This is an optimization exercise on Yosys and OpenROAD, whose aim is small area and few clock cycles, not a production implementation.
Only simulation tests tie the RTL to the original design; equivalence was not proved.
No activity file was given, so power comes from the tool's default toggle rates.

`flow/flow/run.sh`:
```
#!/bin/bash
# Own layout flow: the standard ORFS flow (standard.sh) with these changes
# to how the layout is made:
#  - synthesis is the standard flow's own script, but ABC maps the logic for area
#    (flow/synth.tcl, flow/abc_area.script);
#  - the port buffers are the smallest buffer cell (buf_1) instead of the
#    default pick;
#  - the buffers synthesis put on pass-through wires become buf_1 too;
#  - the clock tree is built from clkbuf_8 without dummy loads.
# make's full output goes to flow_make.log; ORFS keeps each step's log in
# orfs/logs/.
set -euo pipefail
here=$(cd "$(dirname "$0")" && pwd)
work=$(pwd)
export OWN_ABC_SCRIPT="$here/abc_area.script"
export FLOW_SYNTH_TCL="$work/synth_recipe.tcl"
export BUFFER_PORTS_ARGS="-buffer_cell sky130_fd_sc_hd__buf_1"
export PRE_GLOBAL_PLACE_TCL="$here/pre_place.tcl"
export CTS_ARGS="-sink_clustering_enable -repair_clock_nets -dont_use_dummy_load -buf_list sky130_fd_sc_hd__clkbuf_8"
# standard.sh with the synthesis script pointed at flow/synth.tcl
sed "s#SYNTH_SCRIPT=[^ ]*#SYNTH_SCRIPT=$here/synth.tcl#" standard.sh > own_standard.sh
grep -q "SYNTH_SCRIPT=$here/synth.tcl" own_standard.sh
bash own_standard.sh finish > flow_make.log 2>&1
```
`flow/flow/abc_area.script`:
```
strash
dch
map -a
strash
dch
map -a
strash
dch
map -a
strash
dch
map -a
strash
dch
map -a
strash
dch
map -a
strash
dch
map -a
strash
dch
map -a
strash
&get -n
&dch
&nf -a -R 1000
&put
topo
dnsize
```
`flow/flow/pre_place.tcl`:
```
# Before port buffering: the buffers synthesis put on pass-through wires
# (input port straight to output port) become the smallest buffer cell.
foreach inst [get_cells *] {
  set m [get_property $inst ref_name]
  if {![regexp {^sky130_fd_sc_hd__buf_([2-9]|1[0-9])$} $m]} { continue }
  set out [get_pins -of_objects $inst -filter "direction == output"]
  set net [get_nets -of_objects $out]
  set ports [get_ports -quiet -of_objects $net]
  set drives_port 0
  foreach p $ports { if {[get_property $p direction] eq "output"} { set drives_port 1 } }
  if {$drives_port} {
    puts "pre_place: [get_property $inst full_name] $m -> sky130_fd_sc_hd__buf_1"
    replace_cell $inst sky130_fd_sc_hd__buf_1
  }
}
```
`flow/flow/synth.tcl`:
```
# The standard flow's synthesis (synth_recipe.tcl, sourced unchanged) with one change: ABC
# maps the logic with an area-oriented script (abc_area.script beside this
# file) instead of ORFS's delay-oriented one.  Flip-flops are mapped before
# ABC runs, so the registers are the standard synthesis's.
proc abc {args} {
  set i [lsearch -exact $args -script]
  if {$i >= 0} { lset args [expr {$i + 1}] $::env(OWN_ABC_SCRIPT) }
  puts "own flow: abc $args"
  yosys abc {*}$args
}
source $::env(FLOW_SYNTH_TCL)
```
`flow/standard.sh`:
```
#!/bin/bash
# synth_recipe.tcl (not shown) runs the flow's synth.tcl, then flattens the netlist and writes it again
# the make line also repeats each setting of config.mk as NAME=value (left out here)
make -C /OpenROAD-flow-scripts/flow DESIGN_CONFIG=/design/flow/config.mk WORK_HOME=/design/flow/orfs CLKGATE_MAP_FILE= SYNTH_SCRIPT=/design/flow/synth_recipe.tcl "${@:-finish}"
```
`flow/config.mk`:
```
export PLATFORM = sky130hd
export DESIGN_NAME = frame_codec
export DESIGN_NICKNAME = frame_codec
export VERILOG_FILES = /design/flow/design.v
export SDC_FILE = /design/flow/constraint.sdc
export NUM_CORES = 4
export LEC_CHECK = 0
export CAP_MARGIN = 20
export CORE_MARGIN = 2
export CORE_UTILIZATION = 65
export SLEW_MARGIN = 20
```
`flow/constraint.sdc`:
```
create_clock -name core_clock -period 4.0 [get_ports {clk}]
set_input_delay 0.8000 -clock core_clock [delete_from_list [all_inputs] [get_ports {clk}]]
set_output_delay 0.8000 -clock core_clock [all_outputs]
set_load 0.01 [all_outputs]
```
`flow/design.v`:
```
module crc16_byte (
    input  wire [15:0] crc_in,
    input  wire [7:0]  data,
    output reg  [15:0] crc_out
);
    integer i;
    always @(*) begin
        crc_out = crc_in ^ {data, 8'h00};
        for (i = 0; i < 8; i = i + 1) begin
            if (crc_out[15])
                crc_out = {crc_out[14:0], 1'b0} ^ 16'h1021;
            else
                crc_out = {crc_out[14:0], 1'b0};
        end
    end
endmodule
module crc_unit (
    input  wire        clk,
    input  wire        rst,
    input  wire        crc_init,
    input  wire        crc_valid,
    input  wire [7:0]  crc_data,
    output reg  [15:0] crc_acc
);
    wire [15:0] crc_next;
    crc16_byte u_crc (.crc_in(crc_acc), .data(crc_data), .crc_out(crc_next));
    always @(posedge clk) begin
        if (rst || crc_init)
            crc_acc <= 16'hFFFF;
        else if (crc_valid)
            crc_acc <= crc_next;
    end
endmodule
module frame_decoder (
    input  wire        clk,
    input  wire        rst,
    input  wire        rx_valid,
    input  wire [7:0]  rx_data,
    output wire        rx_ready,
    output wire        pbuf_we,
    output wire [8:0]  pbuf_addr,
    output wire [7:0]  pbuf_wdata,
    output wire        frame_valid,
    output wire [7:0]  frame_msg,
    output wire [9:0]  frame_len,
    input  wire        frame_ack
);
    localparam [2:0] S_SOF0    = 3'd0,
                     S_SOF1    = 3'd1,
                     S_MSG     = 3'd2,
                     S_LENHI   = 3'd3,
                     S_LENLO   = 3'd4,
                     S_PAYLOAD = 3'd5,
                     S_CRCLO   = 3'd6;
    reg  [2:0]  state;
    reg  [15:0] dec_crc;
    reg  [7:0]  dec_msg;
    reg  [9:0]  dec_len;      
    reg  [9:0]  dec_idx;
    wire        held    = (state == S_SOF0) && (dec_crc == 16'd0);
    wire        rx_fire = rx_valid && rx_ready;
    wire [15:0] crc_next;
    wire        hi_big  = |rx_data[7:2];
    wire        len_over = (dec_len[9:8] == 2'b11) ||
                           (dec_len[9:8] == 2'b10 && rx_data != 8'd0);
    crc16_byte u_crc (.crc_in(dec_crc), .data(rx_data), .crc_out(crc_next));
    assign frame_valid = held;
    assign rx_ready    = !held || frame_ack;
    assign frame_msg   = dec_msg;
    assign frame_len   = dec_len;
    assign pbuf_we    = rx_valid && (state == S_PAYLOAD) && !dec_idx[9];
    assign pbuf_addr  = dec_idx[8:0];
    assign pbuf_wdata = rx_data;
    always @(posedge clk) begin
        if (rst) begin
            state   <= S_SOF0;
            dec_crc <= 16'hFFFF;
        end else begin
            if (state == S_SOF0 && rx_ready)
                dec_crc <= 16'hFFFF;
            if (state == S_PAYLOAD)
                dec_idx <= dec_idx + {9'd0, rx_valid};
            else
                dec_idx <= 10'd0;
            if (rx_fire) begin
                case (state)
                    S_SOF0: begin
                        if (rx_data == 8'hAA)
                            state <= S_SOF1;
                    end
                    S_SOF1: begin
                        if (rx_data == 8'h55)
                            state <= S_MSG;
                        else
                            state <= S_SOF0;
                    end
                    S_MSG: begin
                        dec_msg <= rx_data;
                        dec_crc <= crc_next;
                        state   <= S_LENHI;
                    end
                    S_LENHI: begin
                        dec_len[9:8] <= {rx_data[1] | hi_big, rx_data[0] | hi_big};
                        dec_crc <= crc_next;
                        state   <= S_LENLO;
                    end
                    S_LENLO: begin
                        dec_len[7:0] <= rx_data;
                        if (len_over) begin
                            dec_crc <= 16'hFFFF;
                            state   <= S_SOF0;
                        end else begin
                            dec_crc <= crc_next;
                            state   <= S_PAYLOAD;
                        end
                    end
                    S_PAYLOAD: begin
                        dec_crc <= crc_next;
                        if (dec_idx == dec_len)
                            state <= S_CRCLO;
                    end
                    default: begin       
                        dec_crc <= crc_next;
                        state   <= S_SOF0;
                    end
                endcase
            end
        end
    end
endmodule
module frame_encoder (
    input  wire        clk,
    input  wire        rst,
    input  wire        enc_start,
    input  wire [7:0]  enc_msg,
    input  wire [15:0] enc_len,
    output wire        enc_ready,
    output reg         enc_err,
    input  wire        pl_valid,
    input  wire [7:0]  pl_data,
    output wire        pl_ready,
    output reg         tx_valid,
    output reg  [7:0]  tx_data,
    input  wire        tx_ready
);
    localparam [3:0] E_IDLE    = 4'd0,
                     E_SOF0    = 4'd1,
                     E_SOF1    = 4'd2,
                     E_MSG     = 4'd3,
                     E_LENHI   = 4'd4,
                     E_LENLO   = 4'd5,
                     E_PAYLOAD = 4'd6,
                     E_CRCHI   = 4'd7,
                     E_CRCLO   = 4'd8;
    reg  [3:0]  state;
    reg  [9:0]  len;
    reg  [15:0] enc_crc;
    wire        tx_fire  = tx_valid && tx_ready;
    wire        take     = enc_start && enc_ready;
    wire        len_ok   = (enc_len[15:10] == 6'd0) &&
                           !(enc_len[9] && enc_len[8:0] != 9'd0);
    wire        len_zero = (len == 10'd0);
    wire [7:0]  crc_data = (state == E_MSG) ? 8'hFF : tx_data;
    wire [15:0] crc_next;
    crc16_byte u_crc (.crc_in(enc_crc), .data(crc_data), .crc_out(crc_next));
    assign enc_ready = (state == E_IDLE) || (state == E_CRCLO && tx_ready);
    assign pl_ready  = (state == E_PAYLOAD) && tx_ready;
    always @(*) begin
        tx_valid = 1'b1;
        case (state)
            E_IDLE:    begin tx_valid = 1'b0; tx_data = enc_crc[15:8];  end
            E_SOF0:    tx_data = 8'hAA;
            E_SOF1:    tx_data = 8'h55;
            E_MSG:     tx_data = enc_crc[15:8];
            E_LENHI:   tx_data = {6'd0, len[9:8]};
            E_LENLO:   tx_data = len[7:0];
            E_PAYLOAD: begin tx_valid = pl_valid; tx_data = pl_data;    end
            E_CRCHI:   tx_data = enc_crc[15:8];
            E_CRCLO:   tx_data = enc_crc[15:8];
            default:   begin tx_valid = 1'b0; tx_data = enc_crc[15:8];  end
        endcase
    end
    always @(posedge clk) begin
        if (rst) begin
            state   <= E_IDLE;
            enc_err <= 1'b0;
        end else begin
            if (tx_fire && state != E_IDLE && state != E_SOF0 && state != E_SOF1)
                enc_crc <= crc_next;
            case (state)
                E_SOF0:  if (tx_fire) state <= E_SOF1;
                E_SOF1:  if (tx_fire) state <= E_MSG;
                E_MSG:   if (tx_fire) state <= E_LENHI;
                E_LENHI: if (tx_fire) state <= E_LENLO;
                E_LENLO: begin
                    if (tx_fire) begin
                        len   <= len - 10'd1;
                        state <= len_zero ? E_CRCHI : E_PAYLOAD;
                    end
                end
                E_PAYLOAD: begin
                    if (tx_fire) begin
                        len <= len - 10'd1;
                        if (len_zero)
                            state <= E_CRCHI;
                    end
                end
                E_CRCHI: if (tx_fire) state <= E_CRCLO;
                E_CRCLO: if (tx_fire) state <= E_IDLE;
                default: state <= E_IDLE;
            endcase
            if (take) begin
                enc_err <= !len_ok;
                if (len_ok) begin
                    len     <= enc_len[9:0];
                    enc_crc <= {enc_msg, 8'hFF};
                    state   <= E_SOF0;
                end
            end
        end
    end
endmodule
module frame_codec (
    input  wire        clk,
    input  wire        rst,
    input  wire        crc_init,
    input  wire        crc_valid,
    input  wire [7:0]  crc_data,
    output wire [15:0] crc_acc,
    input  wire        rx_valid,
    input  wire [7:0]  rx_data,
    output wire        rx_ready,
    output wire        pbuf_we,
    output wire [8:0]  pbuf_addr,
    output wire [7:0]  pbuf_wdata,
    output wire        frame_valid,
    output wire [7:0]  frame_msg,
    output wire [9:0]  frame_len,
    input  wire        frame_ack,
    input  wire        enc_start,
    input  wire [7:0]  enc_msg,
    input  wire [15:0] enc_len,
    output wire        enc_ready,
    output wire        enc_err,
    input  wire        pl_valid,
    input  wire [7:0]  pl_data,
    output wire        pl_ready,
    output wire        tx_valid,
    output wire [7:0]  tx_data,
    input  wire        tx_ready
);
    crc_unit u_crc (
        .clk(clk), .rst(rst),
        .crc_init(crc_init), .crc_valid(crc_valid), .crc_data(crc_data),
        .crc_acc(crc_acc)
    );
    frame_decoder u_dec (
        .clk(clk), .rst(rst),
        .rx_valid(rx_valid), .rx_data(rx_data), .rx_ready(rx_ready),
        .pbuf_we(pbuf_we), .pbuf_addr(pbuf_addr), .pbuf_wdata(pbuf_wdata),
        .frame_valid(frame_valid), .frame_msg(frame_msg), .frame_len(frame_len),
        .frame_ack(frame_ack)
    );
    frame_encoder u_enc (
        .clk(clk), .rst(rst),
        .enc_start(enc_start), .enc_msg(enc_msg), .enc_len(enc_len),
        .enc_ready(enc_ready), .enc_err(enc_err),
        .pl_valid(pl_valid), .pl_data(pl_data), .pl_ready(pl_ready),
        .tx_valid(tx_valid), .tx_data(tx_data), .tx_ready(tx_ready)
    );
endmodule
```
==> out/qor.yml, run 1 <==
rsz0062_at_grt: "false"
worstPathArrival_ns: 3.55
gr-usage-met1_pct: 37.62
pwr-share-seq_pct: 59.3
syn_inst: 538
postPlaceCellArea_sq_um: 5573
path_clk_slew_ns: 0.09
use_met3_pct: 3.698
fin_setup_tns_ns: 0
finalInstanceArea_sq_um: 5707
comb_power_share_pct: 13.9
grt_pass1_vias: 4224
htree_levels: 3
clk_latency_ns: 0.36
critical_path.max_stage_delay_ns: 0.54
grt_pass1_wl_microns: 19330
power_density_nw_per_um2: 320.0
syn_area_per_cell_sq_um: 9.396
reg2reg_from: "u_enc.state[3]"
p_int_mw: 1.360
ys_seq_elements: 94
min_from: "u_crc.crc_acc[3]"
wl_per_cell_microns: 15.54
grt_overflow: 0
synthMuxAreaShare_pct: 1.188
cts_buffers: 9
drive_above_1_share_pct: 2.879
fin_ws_ns: 0.5445
slew-limit-headroom_pct: 34.81
startpoint: "u_enc.state[3]"
cp-start-kind: "flip-flop"
ys_warn_count: 4
dieArea_sq_um: 8498
synth.distinct_cells: 45
cts_tree: "yes"
cpMaxStageDelayCell: "nor4_1"
peakVddDrop_uv: 222.4
via_per_inst: 5.913
use_met2_pct: 47.67
drt_iter0_markers: 318
synth_compound_area_share_pct: 15.32
swShare_pct: 25.52
dp_hpwl_microns: 8719
cts-hold-fix-buffers: 0
dr_total_vias: 4506
p_sw_mw: 0.4660
synth-xor-area-share_pct: 12.65
dp_slack_ns: 0.6004
status: "no timing/DRC/antenna violations"
synth_seq_area_share_pct: 47.92
synthSimpleGateAreaFrac_pct: 18.07
dp_cells: 753
total_power_mw: 1.826
yosys_most_used_dff: "edfxtp_1"
finalClockSkew_ns: 0.03335
syn-cell-area_sq_um: 5055
tightest_slew_ns: 0.9742
cp.required_ns: 4.09
synth_top_family_by_area: "simple AND/OR/NAND/NOR gates"
synth-edff-count: 54
period_needed_ns: 3.456
synth_fa_ha_area_share_pct: 0.9901
fmax_mhz: 289.4
cts_root_buffer: "clkbuf_8"
drc_errors: 0
io_buffers: 122
cts_resized: 0
ant_nets: 0
hold_path_class: "flip-flop to flip-flop"
antenna_found_initial: 0
path_class: "flip-flop to flip-flop"
nets: 723
die_x_microns: 92.19
ios: 123
synthArstFlopShare_pct: 0
start_util_pct: 66.10
stdcell_count: 762
path_max_fanout: 10
core_area_sq_um: 7647
drv_slew: 0
setup_viol: 0
rows: 32
clkPwrFrac_pct: 26.8
period_share_pct: 86.39
drt_wl_total_microns: 11840
cts_setup_buffers: 0
grt_max_degree: 31
busiest_layer: "met2"
fillers: 585
drtPass1Iterations: 5
die_h_microns: 92.19
path_cells: "nand2b_1 -> nor2_1 -> a211oi_1 -> a31oi_1 -> o21ai_0 -> clkinv_1 -> nand2_1 -> nor4_1 -> clkinv_1 -> o21ai_0 -> nand3_1 -> o21a_1"
power.leakage_nw: 1.928
drv_cap: 0
gp_congestion: 0.9136
endpoint_kind: "flip-flop"
hold_viol: 0
syn2layout_area_growth_pct: 12.90
clockBufferDepth: 2
diodes: 0
grt.total_usage_pct: 28.20
cts_sinks: 94
## worst max-delay path, delay by kind of cell, from the launching register on
family,cells,cell delay [ns]
AO/OA/AOI/OAI,5,1.10
buffers and inverters,2,0.29
flip-flops,1,0.39
AND/OR/NAND/NOR,5,1.42
## metal layers
metal / share of wire (%) / vias up
met5: 0 / -
met4: 1.4 / 0
met3: 5.4 / 23
met2: 49 / 169
met1: 44 / 2120
li1: - / 2194
## flip-flops by register name (all words and copies together) (netlist names)
signal	flops
u_crc.crc_acc	16
u_dec.dec_crc	16
u_dec.dec_idx	10
u_dec.dec_len	10
u_dec.dec_msg	8
u_dec.state	3
u_enc.enc_crc	16
u_enc.enc_err	1
u_enc.len	10
u_enc.state	4
## synthesized netlist by cell type (all sizes together), types with 2 or more instances
cell	instances	share of area [%]
nand3b	2	0.30
nand3	11	1.1
dfxtp	40	16
a31oi	7	0.87
nor2	47	3.5
ha	4	0.99
or3	2	0.25
xnor2	47	8.1
mux2i	6	1.2
edfxtp	54	32
o22ai	19	2.4
nor4	9	1.1
o211ai	11	1.6
nor4b	2	0.35
o31ai	2	0.30
a221oi	4	0.69
nand4	5	0.62
or4	4	0.59
nor3	23	2.3
nor3b	2	0.30
xor2	26	4.5
nand2b	6	0.74
nand2	83	6.2
clkinv	18	1.3
o21ai	28	2.8
buf	17	2.5
a21oi	34	3.4
and3	5	0.62
a22oi	2	0.30
a222oi	3	0.59
## final cells by class
class,instances,area [sq um],share of cell area [%]
clock buffers,9,123.9,2.171
inverters,18,67.56,1.184
multi-input cells,409,2447,42.89
flip-flops and latches,94,2422,42.45
well taps,102,127.6,2.236
repair buffers,130,518.0,9.077
## placed cells by master, fill, tap and decap left out, drive strengths merged, types with 6 or more instances in the layout
| master | count |
|---|---|
| a21oi | 34 |
| nand3 | 11 |
| o211ai | 11 |
| clkbuf | 9 |
| mux2i | 6 |
| nor4 | 9 |
| dfxtp | 40 |
| nor3 | 23 |
| nand2 | 83 |
| o21ai | 28 |
| xor2 | 26 |
| xnor2 | 47 |
| nand2b | 6 |
| edfxtp | 54 |
| nor2 | 47 |
| o22ai | 19 |
| clkinv | 18 |
| buf | 130 |
| a31oi | 7 |
## final timing paths
check	cells after the start	slack [ns]	endpoint
setup reg to reg	12	0.54	u_enc.len[5]
setup / recovery	12	0.54	u_enc.len[5]
hold reg to reg	2	0.52	u_crc.crc_acc[3]
hold / removal	2	0.52	u_crc.crc_acc[3]
## through the flow
stage / hold WS (ns) / utilization, %
final: 0.5233 / 74.62
after global routing: 0.5407 / 74.62
after CTS: 0.5264 / 74.49
after detailed placement: 0.5100 / 72.87
after global placement: 0.4968 / 72.87
after floorplan: 0.4978 / -
## cell families after synthesis
| logic type | Yosys count |
|---|---|
| DFF | 94 |
| buffers and inverters | 35 |
| adders and majority gates | 4 |
| xor gates and xnor gates | 73 |
| and+or+nand+nor | 202 |
| muxes | 6 |
| AOI/OAI and AO/OA | 124 |
## power groups by stage
stage                     Clock, mW  Sequential [mW]  Combinational [mW]
after global routing          0.530             1.09               0.281
after CTS                     0.499             1.08               0.253
after floorplan                   0             1.10               0.176
final                         0.489             1.08               0.254
after global placement            0             1.10               0.245
after detailed placement          0             1.10               0.250
Testbench counts, summed over its fixed seeds: cycles 34,439.
==> run 2, diff against run 1 <==
--- a/flow/config.mk
+++ b/flow/config.mk
@@ -10,2 +10,3 @@
 export CORE_UTILIZATION = 65
+export GPL_TIMING_DRIVEN = 0
 export SLEW_MARGIN = 20
==> run 2 against run 1 <==
  * Combinational power about the same
  * Highest routed layer unchanged
  * Clock skew decreased by 0.0085 ns
  * Sequential cell count unchanged
  * Largest cell class unchanged
  * Still clean
  * Sequential share of layout area decreased by 0.38 points
==> out/qor.yml, run 2 <==
status: "no timing/DRC/antenna violations"
synth_area_leader_cell: "edfxtp_1"
wl_per_cell_microns: 15.46  # -0.48%
yosysTopAreaCellShare_pct: 32.08  # unchanged
dieArea_sq_um: 8498  # unchanged
biggestRegsByFlops: "u_crc.crc_acc: 16 flops, u_dec.dec_crc: 16 flops, u_enc.enc_crc: 16 flops"
stdcell_count: 775  # +1.7%
dr_total_vias: 4539  # +0.73%
diodes: 0  # unchanged
drv_slew: 0  # unchanged
yosys-top-cells-count: "83 x nand2_1, 54 x edfxtp_1, 47 x nor2_1, 47 x xnor2_1, 40 x dfxtp_1"
ant_nets: 0  # unchanged
grt_max_degree: 27  # -13%
cts_sinks: 94  # unchanged
die_x_microns: 92.19  # unchanged
period_share_pct: 85.12  # -1.3 points
synth_area_leaders: "edfxtp_1 32%, dfxtp_1 16%, xnor2_1 8.1%, nand2_1 6.2%, xor2_1 4.5%"
dp_hpwl_microns: 8794  # +0.86%
slew-limit-headroom_pct: 30.20  # -4.6 points
synthArstFlopShare_pct: 0  # unchanged
clk_latency_ns: 0.36  # about the same
grt_pass1_wl_microns: 19600  # +1.4%
peakVddDrop_uv: 203.4  # -8.6%
hold_viol: 0  # unchanged
syn_inst: 538  # unchanged
fmax_mhz: 293.7  # +1.5%
total_power_mw: 1.838  # +0.61%
synth-edff-count: 54  # unchanged
ys_seq_elements: 94  # unchanged
drt_wl_total_microns: 11980  # +1.2%
syn-cell-area_sq_um: 5055  # unchanged
path_class: "flip-flop to flip-flop"
dp_cells: 765  # +1.6%
grt_pass1_vias: 4266  # +0.99%
grt_overflow: 0  # unchanged
cts_tree: "yes"
drtPass1Iterations: 5  # unchanged
worstPathArrival_ns: 3.47  # -0.08 ns
period_needed_ns: 3.405  # -0.05082 ns
gp_congestion: 0.9341  # +2.2%
ys_warn_count: 4  # unchanged
hold-worst-slack_ns: 0.5352  # +0.01185 ns
ios: 123  # unchanged
drt_iter0_markers: 282  # -11%
drc_errors: 0  # unchanged
min_path_cells: 2  # unchanged
setup_viol: 0  # unchanged
fillers: 612  # +4.6%
grt.total_usage_pct: 28.47  # +0.27 points
nets: 736  # +1.8%
finalInstanceArea_sq_um: 5758  # +0.90%
rows: 32  # unchanged
yosys_most_used_dff: "edfxtp_1"
finalClockSkew_ns: 0.02480  # -0.008545 ns
layout_commonest_cell: "buf_1"
fin_setup_tns_ns: 0  # unchanged
drv_cap: 0  # unchanged
htree_levels: 3  # unchanged
cp.required_ns: 4.06  # -0.03 ns
power.leakage_nw: 1.937  # +0.46%
power_density_nw_per_um2: 319.1  # -0.28%
worst_r2r_path_depth: 11  # -1
path_clk_slew_ns: 0.09  # about the same
final_cell_mix: "139 x buf_1, 83 x nand2_1, 54 x edfxtp_1, 47 x xnor2_1, 46 x nor2_1"
synth.distinct_cells: 45  # unchanged
clockBufferDepth: 2  # unchanged
syn2layout_area_growth_pct: 13.91
cts_root_buffer: "clkbuf_8"
drive_above_1_share_pct: 2.526  # -0.35 points
cp-start-kind: "flip-flop"
io_buffers: 122  # unchanged
synth_seq_area_share_pct: 47.92  # unchanged
start_util_pct: 66.10  # unchanged
via_per_inst: 5.857  # -0.96%
endpoint_kind: "flip-flop"
die_h_microns: 92.19  # unchanged
core_area_sq_um: 7647  # unchanged
rsz0062_at_grt: "false"
postPlaceCellArea_sq_um: 5623  # +0.90%
path_max_fanout: 10  # unchanged
yosysMostFrequentCell: "nand2_1"
cts_buffers: 9  # unchanged
hold_path_class: "flip-flop to flip-flop"
antenna_found_initial: 0  # unchanged
cts-hold-fix-buffers: 0  # unchanged
syn_area_per_cell_sq_um: 9.396  # unchanged
tightest_slew_ns: 1.039  # +0.06473 ns
-- run 2: metal layers --
layer / track usage, % / part of all wire [%] / vias to the layer above
li1: - / - / 2216
met1: 36.89 / 43 / 2151
met2: 49.39 / 50 / 155
met3: 4.191 / 5.9 / 17
met4: 8.831 / 1.2 / 0
met5: 0 / 0 / -
-- run 2: power by group --
part	switching, mW	total, mW	internal (mW)	leakage, nW
sequential	0.0309	1.08	1.05	0.847
combinational	0.148	0.257	0.109	1.03
clock	0.295	0.498	0.202	0.0647
-- run 2: metrics by stage --
step,worst slack [ns],utilization [%]
final,0.5953,75.29
after global routing,0.2538,75.29
after CTS,0.3942,75.15
after detailed placement,0.4118,73.53
after global placement,0.4805,72.92
after floorplan,1.110,-
-- run 2: final timing paths --
check                           end              start  slack (ns)
setup / recovery       u_enc.len[9]     u_enc.state[3]        0.60
hold / removal    u_crc.crc_acc[13]  u_crc.crc_acc[13]        0.54
setup reg to reg       u_enc.len[9]     u_enc.state[3]        0.60
hold reg to reg   u_crc.crc_acc[13]  u_crc.crc_acc[13]        0.54
-- run 2: layout make-up --
type                       instances  area, sq um  share of cell area, %
sequential                        94         2422                  42.07
multi-input combinational        409         2450                  42.55
inverter                          18        68.82                  1.195
timing repair buffer             126        501.7                  8.714
clock buffer                       9        123.9                  2.151
buffer                            17        63.81                  1.108
tap                              102        127.6                  2.216
-- run 2: what timing repair did --
item	in CTS	in global routing
resized for setup	0	1
endpoints found under the setup margin	0	2
buffers inserted	0	0
-- run 2: cells by family (layout without fill, tap and decap cells) --
group | Yosys count | after routing | share of synthesized area (%)
AO/OA/AOI/OAI | 124 | 124 | 15.32
adder cells (fa/ha/maj) | 4 | 4 | 0.9901
buffers and inverters | 35 | 170 | 3.861
multiplexers | 6 | 6 | 1.188
XOR/XNOR | 73 | 73 | 12.65
AND/OR/NAND/NOR | 202 | 202 | 18.07
flip-flops | 94 | 94 | 47.92
-- run 2: worst max-delay path, stage by stage, from the launching register on --
cell	delay [ns]
dfxtp_1	0.40
nand2b_1	0.24
nor2_1	0.47
a211oi_1	0.19
a31oi_1	0.36
o21ai_0	0.34
clkinv_1	0.13
nand2_1	0.10
nor4_2	0.40
nand3_1	0.16
o21ai_0	0.20
a31oi_1	0.12
==> run 3, diff against run 2 <==
--- a/flow/flow/run.sh
+++ b/flow/flow/run.sh
@@ -16,2 +16,3 @@
 export FLOW_SYNTH_TCL="$work/synth_recipe.tcl"
+export REMOVE_ABC_BUFFERS=1
 export BUFFER_PORTS_ARGS="-buffer_cell sky130_fd_sc_hd__buf_1"
==> run 3 against run 2 <==
  * Global-route usage is 0.14 points lower
  * Largest cell class unchanged
  * Final cell count is 2.3% lower
  * Non-clock buffer count is 18 lower
  * Critical endpoint is now u_enc.len[5]
  * Highest routed layer unchanged
  * Power is 0.23% lower
  * Register-to-register slack worse by 0.15 ns
  * Sequential power hardly changed
  * Area after synthesis stayed put
==> out/qor.yml, run 3 <==
layout_commonest_cell: "buf_1"
cp.required_ns: 4.10  # +0.04 ns
synth_area_leader_cell: "edfxtp_1"
syn-cell-area_sq_um: 5055  # unchanged
antenna_found_initial: 0  # unchanged
die_x_microns: 92.19  # unchanged
syn_inst: 538  # unchanged
grt_pass1_vias: 4151  # -2.7%
synthMuxAreaShare_pct: 1.188  # unchanged
drc_errors: 0  # unchanged
clk_latency_ns: 0.36  # about the same
total_power_mw: 1.833  # -0.23%
path_max_fanout: 8  # -2
rsz0062_at_grt: "false"
biggestRegsByFlops: "u_crc.crc_acc: 16 flops, u_dec.dec_crc: 16 flops, u_enc.enc_crc: 16 flops"
ios: 123  # unchanged
path_clk_slew_ns: 0.08  # about the same
die_h_microns: 92.19  # unchanged
io_buffers: 122  # unchanged
power.leakage_nw: 1.912  # -1.3%
dp_hpwl_microns: 8723  # -0.81%
endpoint_kind: "flip-flop"
fmax_mhz: 281.5  # -4.2%
synth_top_family_by_area: "simple AND/OR/NAND/NOR gates"
cp-start-kind: "flip-flop"
startpoint: "u_enc.state[0]"
yosys-top-cells-count: "83 x nand2_1, 54 x edfxtp_1, 47 x nor2_1, 47 x xnor2_1, 40 x dfxtp_1"
crit_end: "u_enc.len[5]"
min_from: "u_enc.enc_err"
dieArea_sq_um: 8498  # unchanged
synth.distinct_cells: 45  # unchanged
cts_setup_buffers: 0  # unchanged
period_share_pct: 88.82  # +3.7 points
final_cell_mix: "122 x buf_1, 83 x nand2_1, 54 x edfxtp_1, 47 x xnor2_1, 46 x nor2_1"
synth-edff-count: 54  # unchanged
syn2layout_area_growth_pct: 12.62
clockBufferDepth: 2  # unchanged
hold_viol: 0  # unchanged
slew-limit-headroom_pct: 33.18  # +3.0 points
grt.total_usage_pct: 28.33  # -0.14 points
cts-hold-fix-buffers: 0  # unchanged
nets: 718  # -2.4%
reg2reg_from: "u_enc.state[0]"
wl_per_cell_microns: 15.67  # +1.4%
drt_iter0_markers: 274  # -2.8%
ant_nets: 0  # unchanged
syn_area_per_cell_sq_um: 9.396  # unchanged
grt_overflow: 0  # unchanged
timing.rr.end: "u_enc.len[5]"
status: "no timing/DRC/antenna violations"
synth_compound_area_share_pct: 15.32  # unchanged
yosys_most_used_dff: "edfxtp_1"
fin_setup_tns_ns: 0  # unchanged
power_density_nw_per_um2: 322.0  # +0.91%
diodes: 0  # unchanged
htree_levels: 3  # unchanged
drtPass1Iterations: 5  # unchanged
path_class: "flip-flop to flip-flop"
drive_above_1_share_pct: 2.595  # +0.069 points
yosysMostFrequentCell: "nand2_1"
synth_area_leaders: "edfxtp_1 32%, dfxtp_1 16%, xnor2_1 8.1%, nand2_1 6.2%, xor2_1 4.5%"
setup_viol: 0  # unchanged
critical_path.max_stage_delay_ns: 0.57  # +0.10 ns
synth-xor-area-share_pct: 12.65  # unchanged
drv_slew: 0  # unchanged
grt_max_degree: 38  # +41%
dr_total_vias: 4499  # -0.88%
hold_path_class: "flip-flop to flip-flop"
cts_root_buffer: "clkbuf_8"
cts_sinks: 94  # unchanged
post-route-util_pct: 74.44  # -0.85 points
tightest_slew_ns: 0.9986  # -0.04040 ns
ys_seq_elements: 94  # unchanged
cts_resized: 0  # unchanged
ys_warn_count: 4  # unchanged
gp_congestion: 0.9170  # -1.8%
regToRegSetupSlack_ns: 0.45  # -0.15 ns
synth_seq_area_share_pct: 47.92  # unchanged
via_per_inst: 5.943  # +1.5%
rows: 32  # unchanged
core_area_sq_um: 7647  # unchanged
yosysTopAreaCellShare_pct: 32.08  # unchanged
start_util_pct: 66.10  # unchanged
worst_r2r_path_depth: 12  # +1
synthArstFlopShare_pct: 0  # unchanged
peakVddDrop_uv: 268.9  # +32%
cpMaxStageDelayCell: "nor3_1"
synth_fa_ha_area_share_pct: 0.9901  # unchanged
worstPathArrival_ns: 3.65  # +0.18 ns
cts_tree: "yes"
synthSimpleGateAreaFrac_pct: 18.07  # unchanged
drv_cap: 0  # unchanged
grt_pass1_wl_microns: 19250  # -1.8%
path_cells: "nand2b_1 -> nor3_1 -> a211oi_1 -> a31oi_1 -> o21ai_0 -> clkinv_1 -> nand2_1 -> nor4_1 -> clkinv_1 -> o21ai_0 -> nand3_1 -> o21a_1"
drt_wl_total_microns: 11860  # -0.99%
finalClockSkew_ns: 0.02176  # -0.003038 ns
period_needed_ns: 3.553  # +0.1480 ns
cts_buffers: 9  # unchanged
## run 3: layer usage
metal	vias up	routed length [microns]	global-route usage [%]
met1	2110	5155	36.78
met5	-	0	0
met3	23	723	4.355
met4	0	236	11.69
met2	180	5748	47.49
li1	2186	-	-
## run 3: worst min path at each step
stage / end / slack (ns) / depth (start not counted)
after floorplan: u_dec.dec_crc[4] / 0.50 / 2
after global placement: u_crc.crc_acc[3] / 0.50 / 2
after detailed placement: u_crc.crc_acc[1] / 0.51 / 2
after CTS: u_enc.enc_err / 0.53 / 2
after global routing: u_crc.crc_acc[3] / 0.54 / 2
final: u_enc.enc_err / 0.52 / 2
## run 3: cells by family after synthesis
family / Yosys count
DFF: 94
and+or+nand+nor: 202
muxes: 6
AOI/OAI and AO/OA: 124
buffers and inverters: 35
adders and majority gates: 4
xor gates and xnor gates: 73
## run 3: worst max-delay path, delay by kind of cell (launching register included)
| family | cells | cell delay (ns) |
|---|---|---|
| simple gates | 5 | 1.52 |
| flops | 1 | 0.40 |
| buf+inv | 2 | 0.27 |
| compound gates | 5 | 1.12 |
## run 3: metrics by stage
| step | setup slack (ns) | area [sq um] | std cells | hold slack (ns) |
|---|---|---|---|---|
| CTS | 0.5235 | 5683 | 757 | 0.5250 |
| floorplan | 1.110 | 4927 | 521 | 0.4978 |
| finish | 0.4473 | 5693 | 757 | 0.5209 |
| detailed placement | 0.5584 | 5559 | 748 | 0.5111 |
| global route | 0.05609 | 5693 | 757 | 0.5403 |
| global placement | 0.4795 | 5513 | 745 | 0.4960 |
## run 3: cell type report
class | instances | area, sq um
Inverter | 18 | 68.82
Timing Repair Buffer | 125 | 496.7
Multi-Input combinational cell | 409 | 2454
Tap cell | 102 | 127.6
Sequential cell | 94 | 2422
Clock buffer | 9 | 123.9
Fill cell | 591 | 1954
## run 3: where the power goes
part           internal (mW)  switching, mW
Combinational          0.106          0.151
Sequential              1.05         0.0303
Clock                  0.202          0.291
==> run 4, diff against run 3 <==
--- a/flow/flow/abc_area.script
+++ b/flow/flow/abc_area.script
@@ -1,2 +1,5 @@
 strash
+&get -n
+&deepsyn -I 1 -J 100
+&put
 dch
==> run 4 against run 3 <==
  * Still clean
  * Register-to-register slack better by 0.36 ns
  * Clock skew is 0.0034 ns higher
  * First-iteration DRC count is 24% higher
  * Clock-buffer cell count stayed put
  * Synthesized cell count is 2.6% lower
  * Sequential power is 5% higher
  * Worst hold slack worse by 0.013 ns
  * Non-clock buffer count is 2 lower
  * Largest power group unchanged
==> out/qor.yml, run 4 <==
status: "no timing/DRC/antenna violations"
dr_total_vias: 4410  # -2.0%
core_area_sq_um: 7331  # -4.1%
critical_path.top_delay_family: "simple AND/OR/NAND/NOR gates"
grt_overflow: 0  # unchanged
cts-hold-fix-buffers: 0  # unchanged
post-route-util_pct: 75.70  # +1.3 points
via_per_inst: 5.976  # +0.55%
critical_path.max_stage_delay_ns: 0.56  # about the same
cp.required_ns: 4.06  # -0.04 ns
synth_area_leader_cell: "edfxtp_1"
power_density_nw_per_um2: 360.5  # +12%
synth_area_leaders: "edfxtp_1 33%, dfxtp_1 16%, xnor2_1 6.9%, nor2_1 6.1%, a21oi_1 3.5%"
dieArea_sq_um: 8345  # -1.8%
fmax_mhz: 312.8  # +11%
hold_path_class: "flip-flop to flip-flop"
finalClockSkew_ns: 0.02512  # +0.003360 ns
ios: 123  # unchanged
yosys-top-cells-count: "81 x nor2_1, 54 x edfxtp_1, 40 x dfxtp_1, 39 x xnor2_1, 35 x a21oi_1"
synth_seq_area_share_pct: 48.84  # +0.92 points
min_path_cells: 1  # -1
start_util_pct: 67.66  # +1.6 points
path_max_fanout: 11  # +3
synth-xor-area-share_pct: 10.07  # -2.6 points
rows: 31  # -3.1%
synth-edff-count: 54  # unchanged
cts_root_buffer: "clkbuf_8"
syn2layout_area_growth_pct: 11.88
cts_buffers: 9  # unchanged
cts_setup_buffers: 0  # unchanged
antenna_found_initial: 0  # unchanged
path_class: "flip-flop to flip-flop"
synthSimpleGateAreaFrac_pct: 19.10  # +1.0 points
slew-limit-headroom_pct: 31.65  # -1.5 points
seq_area_sq_um: 2422  # unchanged
yosys_most_used_dff: "edfxtp_1"
syn_area_per_cell_sq_um: 9.465  # +0.74%
ant_nets: 0  # unchanged
io_buffers: 122  # unchanged
clockBufferDepth: 2  # unchanged
path_clk_slew_ns: 0.10  # +0.02 ns
grt_pass1_vias: 4202  # +1.2%
cp_num_buf_inv: 1  # -1
yosysMostFrequentCell: "nor2_1"
min_from: "u_crc.crc_acc[7]"
cts_sinks: 94  # unchanged
cp.depth: 10  # -2
die_h_microns: 91.35  # -0.91%
regToRegSetupSlack_ns: 0.80  # +0.36 ns
cts_tree: "yes"
drt_wl_total_microns: 11600  # -2.2%
yosysTopAreaCellShare_pct: 32.69  # +0.62 points
synth_fa_ha_area_share_pct: 1.009  # +0.019 points
peakVddDrop_uv: 286.6  # +6.6%
clk_latency_ns: 0.37  # about the same
ys_warn_count: 4  # unchanged
die_x_microns: 91.35  # -0.91%
timing.rr.end: "u_enc.len[5]"
grt.total_usage_pct: 28.41  # +0.079 points
gp_congestion: 0.8911  # -2.8%
fin_setup_tns_ns: 0  # unchanged
ys_seq_elements: 94  # unchanged
synthMuxAreaShare_pct: 0.2018  # -0.99 points
cpMaxStageDelayCell: "nor4_1"
endpoint_kind: "flip-flop"
syn_inst: 524  # -2.6%
nets: 702  # -2.2%
tightest_slew_ns: 1.017  # +0.01893 ns
diodes: 0  # unchanged
synth_compound_area_share_pct: 16.93  # +1.6 points
cts_resized: 0  # unchanged
cp-start-kind: "flip-flop"
grt_pass1_wl_microns: 19270  # +0.10%
grt_max_degree: 40  # +5.3%
drv_slew: 0  # unchanged
hold_viol: 0  # unchanged
multi_input_area_sq_um: 2349  # -4.3%
power.leakage_nw: 1.753  # -8.3%
biggestRegsByFlops: "u_crc.crc_acc: 16 flops, u_dec.dec_crc: 16 flops, u_enc.enc_crc: 16 flops"
synthArstFlopShare_pct: 0  # unchanged
drive_above_1_share_pct: 1.878  # -0.72 points
reg2reg_from: "u_enc.state[2]"
synth_top_family_by_area: "simple AND/OR/NAND/NOR gates"
drtPass1Iterations: 5  # unchanged
fillers: 569  # -3.7%
syn-cell-area_sq_um: 4960  # -1.9%
worst_r2r_path_depth: 10  # -2
final_cell_mix: "122 x buf_1, 80 x nor2_1, 54 x edfxtp_1, 40 x dfxtp_1, 39 x xnor2_1"
path_cells: "nor3_1 -> xor2_1 -> nor2_1 -> nand2_1 -> or2_0 -> nor4_1 -> clkinv_1 -> or3_1 -> o21ai_0 -> a31oi_1"
layout_commonest_cell: "buf_1"
wl_per_cell_microns: 15.72  # +0.27%
synth.distinct_cells: 46  # +2.2%
setup_viol: 0  # unchanged
rsz0062_at_grt: "false"
htree_levels: 3  # unchanged
worstPathArrival_ns: 3.26  # -0.39 ns
drv_cap: 0  # unchanged
period_needed_ns: 3.197  # -0.3554 ns
period_share_pct: 79.93  # -8.9 points
drc_errors: 0  # unchanged
holdPathEnd: "u_crc.crc_acc[15]"
drt_iter0_markers: 341  # +24%
dp_hpwl_microns: 8672  # -0.58%
==> run 4: cell types whose count changed in the layout (fill, tap and decap cells not counted), sizes merged, moves of 5 or more <==
cell | previous run | this run
mux2i | 6 | 1
a31oi | 7 | 12
nor2 | 47 | 81
o221a | 1 | 6
o21ai | 28 | 23
o21a | 1 | 12
xor2 | 26 | 18
o211ai | 11 | 1
nand2 | 83 | 33
xnor2 | 47 | 39
==> run 4: metal layers <==
layer	track usage [%]	part of all wire (%)
met3	6.390	6.7
met4	8.838	1.5
met5	0	0
met1	35.80	42
met2	48.70	50
==> run 4: logic make-up after synthesis <==
| group | count (synthesis) |
|---|---|
| AND/OR/NAND/NOR | 203 |
| flip-flops | 94 |
| adder cells (fa/ha/maj) | 4 |
| multiplexers | 1 |
| buffers and inverters | 34 |
| AO/OA/AOI/OAI | 131 |
| XOR/XNOR | 57 |
==> run 4: stage by stage <==
step | cell area, sq um | hold WS, ns | power [mW] | instances | setup WS (ns)
6_report | 5549 | 0.5078 | 2.001 | 738 | 0.8027
5_1_grt | 5549 | 0.5329 | 2.087 | 738 | 0.4943
4_1_cts | 5549 | 0.5023 | 2.002 | 738 | 0.8326
3_5_place_dp | 5425 | 0.4754 | 1.520 | 729 | 0.7866
3_3_place_gp | 5414 | 0.4664 | 1.508 | 728 | -0.1316
2_1_floorplan | 4832 | 0.4411 | 1.390 | 507 | 1.033
==> run 4: cell type report <==
| cell class | count | share of cell area [%] |
|---|---|---|
| tap | 99 | 2.232 |
| timing repair buffer | 123 | 8.388 |
| clock buffer | 9 | 2.232 |
| sequential | 94 | 43.65 |
| multi-input combinational | 396 | 42.32 |
| inverter | 17 | 1.172 |
==> run 4: worst max path at each step <==
| stage | startpoint | to | slack [ns] |
|---|---|---|---|
| 4_1_cts | u_enc.state[2] | u_enc.len[5] | 0.83 |
| 3_3_place_gp | rst | u_dec.dec_crc[14] | -0.13 |
| 2_1_floorplan | rst | u_dec.dec_crc[7] | 1.03 |
| 6_report | u_enc.state[2] | u_enc.len[5] | 0.80 |
| 5_1_grt | u_enc.state[2] | u_enc.len[5] | 0.49 |
| 3_5_place_dp | rst | u_dec.dec_crc[5] | 0.79 |
==> run 4: worst reg2reg max path: cells and delay by family, from the launching register on <==
family | cells | cell delay, ns
AND/OR/NAND/NOR | 6 | 1.88
buffers and inverters | 1 | 0.19
flip-flops | 1 | 0.42
AO/OA/AOI/OAI | 2 | 0.29
XOR/XNOR | 1 | 0.12
==> run 4: power breakdown <==
part	switching (mW)	internal (mW)
Clock	0.295	0.202
Combinational	0.226	0.145
Sequential	0.0521	1.08
Total	0.573	1.43
==> run 5, diff against run 4 <==
--- a/flow/flow/run.sh
+++ b/flow/flow/run.sh
@@ -16,3 +16,2 @@
 export FLOW_SYNTH_TCL="$work/synth_recipe.tcl"
-export REMOVE_ABC_BUFFERS=1
 export BUFFER_PORTS_ARGS="-buffer_cell sky130_fd_sc_hd__buf_1"
--- a/flow/flow/abc_area.script
+++ b/flow/flow/abc_area.script
@@ -1,5 +1,2 @@
 strash
-&get -n
-&deepsyn -I 1 -J 100
-&put
 dch
--- a/flow/config.mk
+++ b/flow/config.mk
@@ -7,6 +7,5 @@
 export LEC_CHECK = 0
-export CAP_MARGIN = 20
+export CAP_MARGIN = 0
 export CORE_MARGIN = 2
 export CORE_UTILIZATION = 65
-export GPL_TIMING_DRIVEN = 0
-export SLEW_MARGIN = 20
+export SLEW_MARGIN = 0
==> run 5 against run 4 <==
  * Final cell count rose by 3.3%
  * First-iteration DRC count fell by 16%
  * Largest cell class is now multi-input gates
  * Still clean
  * Design area rose by 2.7%
  * Worst setup slack got worse by 0.27 ns
  * Clock skew rose by 0.0063 ns
  * Clock power fell by 2%
  * Combinational power fell by 32%
  * Sequential share of layout area fell by 1.1 points
  * Sequential cell count did not move
  * Register-to-register slack got worse by 0.27 ns
  * Wire length rose by 2.1%
  * Critical path type unchanged
==> out/qor.yml, run 5 <==
startpoint: "u_enc.state[3]"
endpoint_kind: "flip-flop"
die_x_microns: 92.19  # +0.91%
diodes: 0  # unchanged
grt_max_degree: 31  # -23%
grt_pass1_vias: 4224  # +0.52%
syn2layout_area_growth_pct: 12.70
final_cell_mix: "122 x buf_1, 83 x nand2_1, 54 x edfxtp_1, 47 x nor2_1, 47 x xnor2_1"
path_clk_slew_ns: 0.09  # about the same
power_density_nw_per_um2: 320.4  # -11%
ys_seq_elements: 94  # unchanged
crit_end: "u_enc.len[5]"
total_power_mw: 1.825  # -8.8%
drv_slew: 0  # unchanged
status: "no timing/DRC/antenna violations"
path_max_fanout: 10  # -1
htree_levels: 3  # unchanged
syn-cell-area_sq_um: 5055  # +1.9%
clockBufferDepth: 2  # unchanged
synth_area_leader_cell: "edfxtp_1"
nets: 723  # +3.0%
antenna_found_initial: 0  # unchanged
clk_latency_ns: 0.36  # about the same
syn_area_per_cell_sq_um: 9.396  # -0.73%
cts_root_buffer: "clkbuf_8"
drt_wl_total_microns: 11840  # +2.1%
dr_total_vias: 4470  # +1.4%
synth_seq_area_share_pct: 47.92  # -0.92 points
postPlaceCellArea_sq_um: 5573  # +2.7%
io_buffers: 122  # unchanged
start_util_pct: 66.10  # -1.6 points
timing.rr.end: "u_enc.len[5]"
yosys_most_used_dff: "edfxtp_1"
gp_congestion: 0.9136  # +2.5%
period_share_pct: 86.64  # +6.7 points
yosysTopAreaCellShare_pct: 32.08  # -0.62 points
drt_iter0_markers: 287  # -16%
fin_setup_tns_ns: 0  # unchanged
finalClockSkew_ns: 0.03142  # +0.006295 ns
dp_hpwl_microns: 8719  # +0.54%
rows: 32  # +3.2%
rsz0062_at_grt: "false"
drv_cap: 0  # unchanged
grt_pass1_wl_microns: 19330  # +0.32%
synth.distinct_cells: 45  # -2.2%
synth_area_leaders: "edfxtp_1 32%, dfxtp_1 16%, xnor2_1 8.1%, nand2_1 6.2%, xor2_1 4.5%"
synth-edff-count: 54  # unchanged
core_area_sq_um: 7647  # +4.3%
reg2reg_from: "u_enc.state[3]"
cp-start-kind: "flip-flop"
grt.total_usage_pct: 28.20  # -0.21 points
dp_cells: 753  # +3.3%
cts-hold-fix-buffers: 0  # unchanged
wl_per_cell_microns: 15.54  # -1.1%
stdcell_count: 762  # +3.3%
synthArstFlopShare_pct: 0  # unchanged
die_h_microns: 92.19  # +0.91%
peakVddDrop_uv: 222.7  # -22%
period_needed_ns: 3.465  # +0.2681 ns
grt_overflow: 0  # unchanged
via_per_inst: 5.866  # -1.8%
power.leakage_nw: 1.928  # +10%
hold_path_class: "flip-flop to flip-flop"
biggestRegsByFlops: "u_crc.crc_acc: 16 flops, u_dec.dec_crc: 16 flops, u_enc.enc_crc: 16 flops"
drive_above_1_share_pct: 2.576  # +0.70 points
setup_viol: 0  # unchanged
dieArea_sq_um: 8498  # +1.8%
ys_warn_count: 4  # unchanged
drtPass1Iterations: 5  # unchanged
yosys-top-cells-count: "83 x nand2_1, 54 x edfxtp_1, 47 x nor2_1, 47 x xnor2_1, 40 x dfxtp_1"
tightest_slew_ns: 1.132  # +0.1147 ns
yosysMostFrequentCell: "nand2_1"
cts_setup_buffers: 0  # unchanged
cp.required_ns: 4.10  # +0.04 ns
worst_r2r_path_depth: 12  # +2
path_class: "flip-flop to flip-flop"
slew-limit-headroom_pct: 23.94  # -7.7 points
worstPathArrival_ns: 3.56  # +0.30 ns
drc_errors: 0  # unchanged
ant_nets: 0  # unchanged
finalInstanceArea_sq_um: 5697  # +2.7%
hold_viol: 0  # unchanged
cts_resized: 0  # unchanged
regToRegSetupSlack_ns: 0.53  # -0.27 ns
cts_sinks: 94  # unchanged
layout_commonest_cell: "buf_1"
ios: 123  # unchanged
syn_inst: 538  # +2.7%
fmax_mhz: 288.6  # -7.7%
cts_buffers: 9  # unchanged
cts_tree: "yes"
[run 5: logic make-up (layout without fill, tap and decap cells)]
| group | count (synthesis) | in the layout | synth area share [%] |
|---|---|---|---|
| AOI/OAI and AO/OA | 124 | 124 | 15.32 |
| xor gates and xnor gates | 73 | 73 | 12.65 |
| adders and majority gates | 4 | 4 | 0.9901 |
| buffers and inverters | 35 | 157 | 3.861 |
| DFF | 94 | 94 | 47.92 |
| muxes | 6 | 6 | 1.188 |
| and+or+nand+nor | 202 | 202 | 18.07 |
[run 5: worst min path at each step]
stage                          start          endpoint  slack, ns  cells after the start
floorplan           u_dec.dec_crc[4]  u_dec.dec_crc[4]       0.50                      2
global placement    u_crc.crc_acc[3]  u_crc.crc_acc[3]       0.50                      2
detailed placement  u_crc.crc_acc[5]  u_crc.crc_acc[5]       0.51                      2
CTS                 u_crc.crc_acc[3]  u_crc.crc_acc[3]       0.53                      2
global route        u_crc.crc_acc[3]  u_crc.crc_acc[3]       0.54                      2
finish              u_crc.crc_acc[3]  u_crc.crc_acc[3]       0.52                      2
[run 5: stage by stage]
stage / setup slack (ns) / hold slack, ns / utilization (%)
floorplan: 1.110 / 0.4978 / -
global placement: 0.8060 / 0.4968 / 72.87
detailed placement: 0.6004 / 0.5100 / 72.87
CTS: 0.5916 / 0.5264 / 74.49
global route: 0.1156 / 0.5407 / 74.49
finish: 0.5345 / 0.5232 / 74.49
[run 5: power by group]
part	total, mW	internal, mW	switching (mW)
Sequential	1.08	1.05	0.0308
Clock	0.488	0.202	0.286
Combinational	0.254	0.106	0.148
Total	1.83	1.36	0.465
[run 5: worst max-delay path, stage by stage (launching register included)]
cell,delay [ns]
dfxtp_1,0.39
nand2b_1,0.24
nor2_1,0.46
a211oi_1,0.18
a31oi_1,0.32
o21ai_0,0.30
clkinv_1,0.12
nand2_1,0.09
nor4_1,0.54
clkinv_1,0.16
o21ai_0,0.21
nand3_1,0.09
o21a_1,0.12
[run 5: routing by layer]
| metal | GRT usage (%) | share of wire, % | up-vias |
|---|---|---|---|
| met2 | 47.67 | 49 | 152 |
| met1 | 37.62 | 45 | 2109 |
| met3 | 3.698 | 5.3 | 16 |
| li1 | - | - | 2193 |
| met4 | 9.453 | 1.3 | 0 |
| met5 | 0 | 0 | - |
[run 5: area by class of cell]
| type | instances | area [sq um] |
|---|---|---|
| multi-input cells | 409 | 2437 |
| flip-flops and latches | 94 | 2422 |
| fillers | 585 | 1951 |
| repair buffers | 130 | 518.0 |
| well taps | 102 | 127.6 |
| clock buffers | 9 | 123.9 |
| inverters | 18 | 67.56 |
==> run 6, diff against run 5 <==
--- a/flow/design.v
+++ b/flow/design.v
@@ -78,3 +78,3 @@
         end else begin
-            if (state == S_SOF0 && rx_ready)
+            if ((state == S_SOF0 || state == S_SOF1) && rx_ready)
                 dec_crc <= 16'hFFFF;
@@ -213,7 +213,5 @@
                 enc_err <= !len_ok;
-                if (len_ok) begin
-                    len     <= enc_len[9:0];
-                    enc_crc <= {enc_msg, 8'hFF};
-                    state   <= E_SOF0;
-                end
+                len     <= enc_len[9:0];
+                enc_crc <= {enc_msg, 8'hFF};
+                state   <= len_ok ? E_SOF0 : E_IDLE;
             end
--- a/flow/flow/run.sh
+++ b/flow/flow/run.sh
@@ -16,2 +16,3 @@
 export FLOW_SYNTH_TCL="$work/synth_recipe.tcl"
+export REMOVE_ABC_BUFFERS=1
 export BUFFER_PORTS_ARGS="-buffer_cell sky130_fd_sc_hd__buf_1"
--- a/flow/flow/abc_area.script
+++ b/flow/flow/abc_area.script
@@ -1,2 +1,5 @@
 strash
+&get -n
+&deepsyn -I 1 -J 100
+&put
 dch
--- a/flow/config.mk
+++ b/flow/config.mk
@@ -7,5 +7,6 @@
 export LEC_CHECK = 0
-export CAP_MARGIN = 0
+export CAP_MARGIN = 20
 export CORE_MARGIN = 2
 export CORE_UTILIZATION = 65
-export SLEW_MARGIN = 0
+export GPL_TIMING_DRIVEN = 0
+export SLEW_MARGIN = 20
==> run 6 against run 5 <==
  * Sequential power grew 8%
  * Combinational power grew 110%
  * Global-route usage shrank 1.1 points
  * Largest cell class is now sequential cells
==> out/qor.yml, run 6 <==
comb_power_share_pct: 24.4  # +10 points
start_util_pct: 66.90  # +0.80 points
critical_path.max_stage_delay_ns: 0.68  # +0.14 ns
synth_seq_area_share_pct: 49.92  # +2.0 points
holdPathEnd: "u_enc.enc_err"
path_clk_slew_ns: 0.07  # -0.02 ns
synth-edff-count: 54  # unchanged
worstPathArrival_ns: 3.22  # -0.34 ns
drv_slew: 0  # unchanged
reg2reg_from: "u_enc.state[0]"
cts_root_buffer: "clkbuf_8"
fin_setup_tns_ns: 0  # unchanged
fin_ws_ns: 0.7404  # +0.2058 ns
hold_viol: 0  # unchanged
swShare_pct: 30.06  # +4.6 points
clockBufferDepth: 2  # unchanged
grt_overflow: 0  # unchanged
endpoint_kind: "flip-flop"
tightest_slew_ns: 0.7967  # -0.3355 ns
cts-hold-fix-buffers: 0  # unchanged
dr_total_vias: 4181  # -6.5%
drv_cap: 0  # unchanged
antenna_found_initial: 0  # unchanged
grt_pass1_vias: 3899  # -7.7%
via_per_inst: 5.848  # -0.32%
rows: 31  # -3.1%
power_density_nw_per_um2: 399.9  # +25%
cpMaxStageDelayCell: "a21oi_2"
finalClockSkew_ns: 0.02923  # -0.002189 ns
drt_iter0_markers: 298  # +3.8%
min_from: "u_enc.enc_err"
synth_area_leaders: "edfxtp_1 33%, dfxtp_1 17%, xnor2_1 5.4%, a21oi_1 4.8%, nor2_1 4.6%"
yosys-top-cells-count: "60 x nor2_1, 54 x edfxtp_1, 47 x a21oi_1, 41 x nand2_1, 40 x dfxtp_1"
pwr-share-seq_pct: 53.7  # -5.6 points
core_area_sq_um: 7253  # -5.2%
grt_max_degree: 41  # +32%
ys_seq_elements: 94  # unchanged
setup_viol: 0  # unchanged
dp_slack_ns: 0.5760  # -0.02440 ns
cp-start-kind: "flip-flop"
path_cells: "nor3_1 -> o21a_1 -> nand2_2 -> a21oi_2 -> and2_0"
syn-cell-area_sq_um: 4852  # -4.0%
worst_r2r_path_depth: 5  # -7
period_share_pct: 81.49  # -5.1 points
clkPwrFrac_pct: 22.0  # -4.8 points
yosysTopAreaCellShare_pct: 33.42  # +1.3 points
synth.distinct_cells: 42  # -6.7%
nets: 679  # -6.1%
layout_commonest_cell: "buf_1"
cts_sinks: 94  # unchanged
drtPass1Iterations: 5  # unchanged
syn2layout_area_growth_pct: 12.48
drc_errors: 0  # unchanged
fmax_mhz: 306.8  # +6.3%
gp_congestion: 0.8721  # -4.5%
biggestRegsByFlops: "u_crc.crc_acc: 16 flops, u_dec.dec_crc: 16 flops, u_enc.enc_crc: 16 flops"
ant_nets: 0  # unchanged
final_cell_mix: "122 x buf_1, 60 x nor2_1, 54 x edfxtp_1, 46 x a21oi_1"
cts_tree: "yes"
peakVddDrop_uv: 301.5  # +35%
cts_buffers: 9  # unchanged
syn_inst: 501  # -6.9%
critical_path.top_delay_family: "simple AND/OR/NAND/NOR gates"
dieArea_sq_um: 8172  # -3.8%
p_int_mw: 1.526  # +12%
rsz0062_at_grt: "false"
status: "no timing/DRC/antenna violations"
hold_path_class: "flip-flop to flip-flop"
drive_above_1_share_pct: 2.273  # -0.30 points
timing.rr.end: "u_enc.len[2]"
clk_latency_ns: 0.35  # about the same
cp_num_buf_inv: 0  # -2
dp_hpwl_microns: 8430  # -3.3%
regToRegSetupSlack_ns: 0.74  # +0.21 ns
period_needed_ns: 3.260  # -0.2058 ns
drt_wl_total_microns: 11040  # -6.8%
cp.required_ns: 3.96  # -0.14 ns
slew-limit-headroom_pct: 46.65  # +23 points
yosysMostFrequentCell: "nor2_1"
diodes: 0  # unchanged
io_buffers: 122  # unchanged
die_h_microns: 90.40  # -1.9%
post-route-util_pct: 75.25  # +0.75 points
min_path_cells: 2  # unchanged
ios: 123  # unchanged
path_max_fanout: 40  # +30
p_sw_mw: 0.6561  # +41%
htree_levels: 3  # unchanged
grt_pass1_wl_microns: 18230  # -5.7%
die_x_microns: 90.40  # -1.9%
cts_setup_buffers: 0  # unchanged
synthArstFlopShare_pct: 0  # unchanged
wl_per_cell_microns: 15.43  # -0.68%
synth_area_leader_cell: "edfxtp_1"
yosys_most_used_dff: "edfxtp_1"
grt.total_usage_pct: 27.13  # -1.1 points
syn_area_per_cell_sq_um: 9.685  # +3.1%
power.leakage_nw: 1.800  # -6.6%
cts_resized: 0  # unchanged
hold-worst-slack_ns: 0.4856  # -0.03761 ns
path_class: "flip-flop to flip-flop"
ys_warn_count: 4  # unchanged
## run 6: cell count changes after synthesis, moves of 5 or more
| cell | previous run | this run |
|---|---|---|
| and3_1 | 5 | 13 |
| nand2_1 | 83 | 41 |
| o21ai_0 | 28 | 13 |
| o21a_1 | 1 | 9 |
| nor2_1 | 47 | 60 |
| xnor2_1 | 47 | 30 |
| o22ai_1 | 19 | 13 |
| a21oi_1 | 34 | 47 |
| nand2b_1 | 6 | 11 |
| o211ai_1 | 11 | 0 |
## run 6: final cells by class
cell class              count  area (sq um)
well taps                  99         123.9
inverters                  21         78.83
fillers                   585          1795
multi-input cells         369          2240
repair buffers            123         469.2
flip-flops and latches     94          2422
clock buffers               9         123.9
## run 6: logic make-up (layout without fill, tap and decap cells)
kind of cell,Yosys count,count (layout),share of synthesized area [%]
buf+inv,38,153,4.255
fa+ha+maj,4,4,1.032
mux,2,2,0.4126
compound gates,121,121,16.01
xor+xnor,54,54,9.747
flops,94,94,49.92
simple gates,188,188,18.62
## run 6: how the worst max path moves through the flow
stage	from	end	slack [ns]	depth (start not counted)
2_1_floorplan	tx_ready	u_enc.len[0]	0.54	4
3_3_place_gp	tx_ready	u_enc.len[5]	-0.53	5
5_1_grt	u_enc.state[0]	u_enc.len[2]	0.46	5
4_1_cts	u_enc.state[0]	u_enc.len[2]	0.75	5
3_5_place_dp	tx_ready	u_enc.len[5]	0.58	5
6_report	u_enc.state[0]	u_enc.len[2]	0.74	5
## run 6: power by group through the flow
stage                     combinational [mW]  clock, mW  sequential, mW
final                                  0.532      0.480            1.17
after global placement                 0.507          0            1.19
after detailed placement               0.525          0            1.19
after global routing                   0.595      0.526            1.18
after CTS                              0.531      0.493            1.17
after floorplan                        0.365          0            1.18
## run 6: worst reg2reg max path, cell delays in order, from the launching register on
cell and delay, ns:
dfxtp_1 0.39, nor3_1 0.43, o21a_1 0.28, nand2_2 0.44, a21oi_2 0.69, and2_0 0.65
## run 6: metal layers
metal,up-vias,wire [microns],GRT usage [%]
met5,-,0,0
li1,2047,-,-
met4,0,130,8.974
met2,141,5600,47.18
met1,1980,4643,34.53
met3,13,662,4.591
## run 6: per-stage QoR
step                      power (mW)  instance area [sq um]  instances
after global routing           2.299                   5458        715
after CTS                      2.193                   5453        715
after detailed placement       1.716                   5329        706
after floorplan                1.550                   4725        484
after global placement         1.694                   5306        705
final                          2.182                   5458        715
Testbench counts of run 6, summed over its fixed seeds: cycles 34,439.
==> run 7, diff against run 6 <==
--- a/flow/flow/run.sh
+++ b/flow/flow/run.sh
@@ -3,7 +3,10 @@
 # to how the layout is made:
-#  - synthesis is the standard flow's own script, but ABC maps the logic for area
-#    (flow/synth.tcl, flow/abc_area.script);
+#  - synthesis is the standard flow's own script (synth_recipe.tcl, unchanged), except that
+#    ABC maps the logic for area: flow/synth.tcl swaps in
+#    flow/abc_area.script (AIG restructuring with &deepsyn, then repeated
+#    area-only mapping); flip-flops are mapped before ABC, so the registers
+#    are the standard synthesis's;
 #  - the port buffers are the smallest buffer cell (buf_1) instead of the
-#    default pick;
-#  - the buffers synthesis put on pass-through wires become buf_1 too;
+#    default pick, and the buffers synthesis put on pass-through wires
+#    become buf_1 too (flow/pre_place.tcl);
 #  - the clock tree is built from clkbuf_8 without dummy loads.
==> run 7 against run 6 <==
  * Still clean on timing, DRC and antenna
  * Via count did not move
  * First-iteration DRC count is the same
  * Sequential cell count stayed put
  * Register-to-register slack hardly changed
  * Power is the same
  * Clock-buffer cell count is the same
  * Largest cell class unchanged
  * Highest routed layer unchanged
==> out/qor.yml, run 7 <==
cts_resized: 0  # unchanged
io_buffers: 122  # unchanged
yosys_most_used_dff: "edfxtp_1"
fillers: 585  # unchanged
wl_per_cell_microns: 15.43  # unchanged
path_cells: "nor3_1 -> o21a_1 -> nand2_2 -> a21oi_2 -> and2_0"
drt_wl_total_microns: 11040  # unchanged
fin_setup_tns_ns: 0  # unchanged
path_class: "flip-flop to flip-flop"
ios: 123  # unchanged
cts_tree: "yes"
drive_above_1_share_pct: 2.273  # unchanged
fmax_mhz: 306.8  # unchanged
post-route-util_pct: 75.25  # unchanged
dr_total_vias: 4181  # unchanged
path_max_fanout: 40  # unchanged
cts-hold-fix-buffers: 0  # unchanged
grt.total_usage_pct: 27.13  # unchanged
layout_commonest_cell: "buf_1"
synthArstFlopShare_pct: 0  # unchanged
stdcell_count: 715  # unchanged
critical_path.max_stage_delay_ns: 0.68  # about the same
critical_path.top_delay_family: "simple AND/OR/NAND/NOR gates"
synth_area_leaders: "edfxtp_1 33%, dfxtp_1 17%, xnor2_1 5.4%, a21oi_1 4.8%, nor2_1 4.6%"
syn_inst: 501  # unchanged
reg2reg_from: "u_enc.state[0]"
period_needed_ns: 3.260  # unchanged
hold_path_class: "flip-flop to flip-flop"
power_density_nw_per_um2: 399.9  # unchanged
regToRegSetupSlack_ns: 0.74  # about the same
rsz0062_at_grt: "false"
grt_overflow: 0  # unchanged
cp.depth: 5  # unchanged
cts_sinks: 94  # unchanged
slew-limit-headroom_pct: 46.65  # unchanged
startpoint: "u_enc.state[0]"
setup_viol: 0  # unchanged
synth_seq_area_share_pct: 49.92  # unchanged
gr-usage-met1_pct: 34.53  # unchanged
core_area_sq_um: 7253  # unchanged
synth_area_leader_cell: "edfxtp_1"
dieArea_sq_um: 8172  # unchanged
die_x_microns: 90.40  # unchanged
grt_pass1_wl_microns: 18230  # unchanged
dp_cells: 706  # unchanged
period_share_pct: 81.49  # unchanged
busiest_layer: "met2"
die_h_microns: 90.40  # unchanged
hold-worst-slack_ns: 0.4856  # unchanged
use_met2_pct: 47.18  # unchanged
dp_slack_ns: 0.5760  # unchanged
cp-start-kind: "flip-flop"
drt_iter0_markers: 298  # unchanged
biggestRegsByFlops: "u_crc.crc_acc: 16 flops, u_dec.dec_crc: 16 flops, u_enc.enc_crc: 16 flops"
cts_setup_buffers: 0  # unchanged
use_met3_pct: 4.591  # unchanged
via_per_inst: 5.848  # unchanged
ys_warn_count: 4  # unchanged
hold_viol: 0  # unchanged
finalInstanceArea_sq_um: 5458  # unchanged
nets: 679  # unchanged
cp_num_buf_inv: 0  # unchanged
finalClockSkew_ns: 0.02923  # unchanged
cp.required_ns: 3.96  # about the same
postPlaceCellArea_sq_um: 5329  # unchanged
syn-cell-area_sq_um: 4852  # unchanged
tightest_slew_ns: 0.7967  # unchanged
grt_max_degree: 41  # unchanged
antenna_found_initial: 0  # unchanged
clk_latency_ns: 0.35  # about the same
gp_congestion: 0.8721  # unchanged
power.leakage_nw: 1.800  # unchanged
cts_buffers: 9  # unchanged
dp_hpwl_microns: 8430  # unchanged
yosysTopAreaCellShare_pct: 33.42  # unchanged
clockBufferDepth: 2  # unchanged
cpMaxStageDelayCell: "a21oi_2"
synth.distinct_cells: 42  # unchanged
drtPass1Iterations: 5  # unchanged
start_util_pct: 66.90  # unchanged
total_power_mw: 2.182  # unchanged
worstPathArrival_ns: 3.22  # about the same
yosys-top-cells-count: "60 x nor2_1, 54 x edfxtp_1, 47 x a21oi_1, 41 x nand2_1, 40 x dfxtp_1"
rows: 31  # unchanged
syn2layout_area_growth_pct: 12.48  # unchanged
fin_ws_ns: 0.7404  # unchanged
ant_nets: 0  # unchanged
status: "no timing/DRC/antenna violations"
endpoint_kind: "flip-flop"
timing.rr.end: "u_enc.len[2]"
htree_levels: 3  # unchanged
yosysMostFrequentCell: "nor2_1"
grt_pass1_vias: 3899  # unchanged
diodes: 0  # unchanged
peakVddDrop_uv: 301.5  # unchanged
syn_area_per_cell_sq_um: 9.685  # unchanged
final_cell_mix: "122 x buf_1, 60 x nor2_1, 54 x edfxtp_1, 46 x a21oi_1"
synth-edff-count: 54  # unchanged
path_clk_slew_ns: 0.07  # about the same
ys_seq_elements: 94  # unchanged
worst_r2r_path_depth: 5  # unchanged
drc_errors: 0  # unchanged
drv_slew: 0  # unchanged
crit_end: "u_enc.len[2]"
cts_root_buffer: "clkbuf_8"
drv_cap: 0  # unchanged
-- run 7: cell counts after synthesis --
Identical to the previous run, type by type.
-- run 7: cell type report --
cell class | instances | area (sq um) | area share, %
clock buffer | 9 | 123.9 | 2.270
inverter | 21 | 78.83 | 1.444
multi-input combinational | 369 | 2240 | 41.04
sequential | 94 | 2422 | 44.38
tap | 99 | 123.9 | 2.270
timing repair buffer | 123 | 469.2 | 8.597
-- run 7: how the worst min path moves through the flow --
| stage | startpoint | endpoint | cells after the start |
|---|---|---|---|
| after floorplan | u_dec.dec_crc[1] | u_dec.dec_crc[1] | 1 |
| after global placement | u_crc.crc_acc[0] | u_crc.crc_acc[8] | 1 |
| after detailed placement | u_enc.enc_err | u_enc.enc_err | 2 |
| after CTS | u_enc.enc_err | u_enc.enc_err | 2 |
| after global routing | u_crc.crc_acc[7] | u_crc.crc_acc[15] | 1 |
| final | u_enc.enc_err | u_enc.enc_err | 2 |
-- run 7: logic make-up after synthesis --
kind of cell	count (synthesis)	synth area share, %
and+or+nand+nor	188	18.62
DFF	94	49.92
xor gates and xnor gates	54	9.747
buffers and inverters	38	4.255
adders and majority gates	4	1.032
AOI/OAI and AO/OA	121	16.01
muxes	2	0.4126
-- run 7: per-layer routing --
layer	routed length, microns	vias up
met5	0	-
met4	130	0
met3	662	13
met2	5600	141
met1	4643	1980
li1	-	2047
-- run 7: report_power, final --
group          leakage [nW]  internal, mW  switching (mW)
clock network        0.0647         0.202           0.278
registers             0.832          1.12          0.0540
logic                 0.903         0.207           0.325
total                  1.80          1.53           0.656
-- run 7: worst reg2reg max path: stages (launching register included) --
cell and delay [ns]:
dfxtp_1 0.39, nor3_1 0.43, o21a_1 0.28, nand2_2 0.44, a21oi_2 0.69, and2_0 0.65

Re-timed with assumed drivers on the ports (clkbuf_16 on the clock, buf_2 on other inputs), run 7 has 0.740 ns of setup slack against 0.740 ns with ideal ports, and 0.549 ns once port delays also move by the mid clock arrival of 0.371 ns.
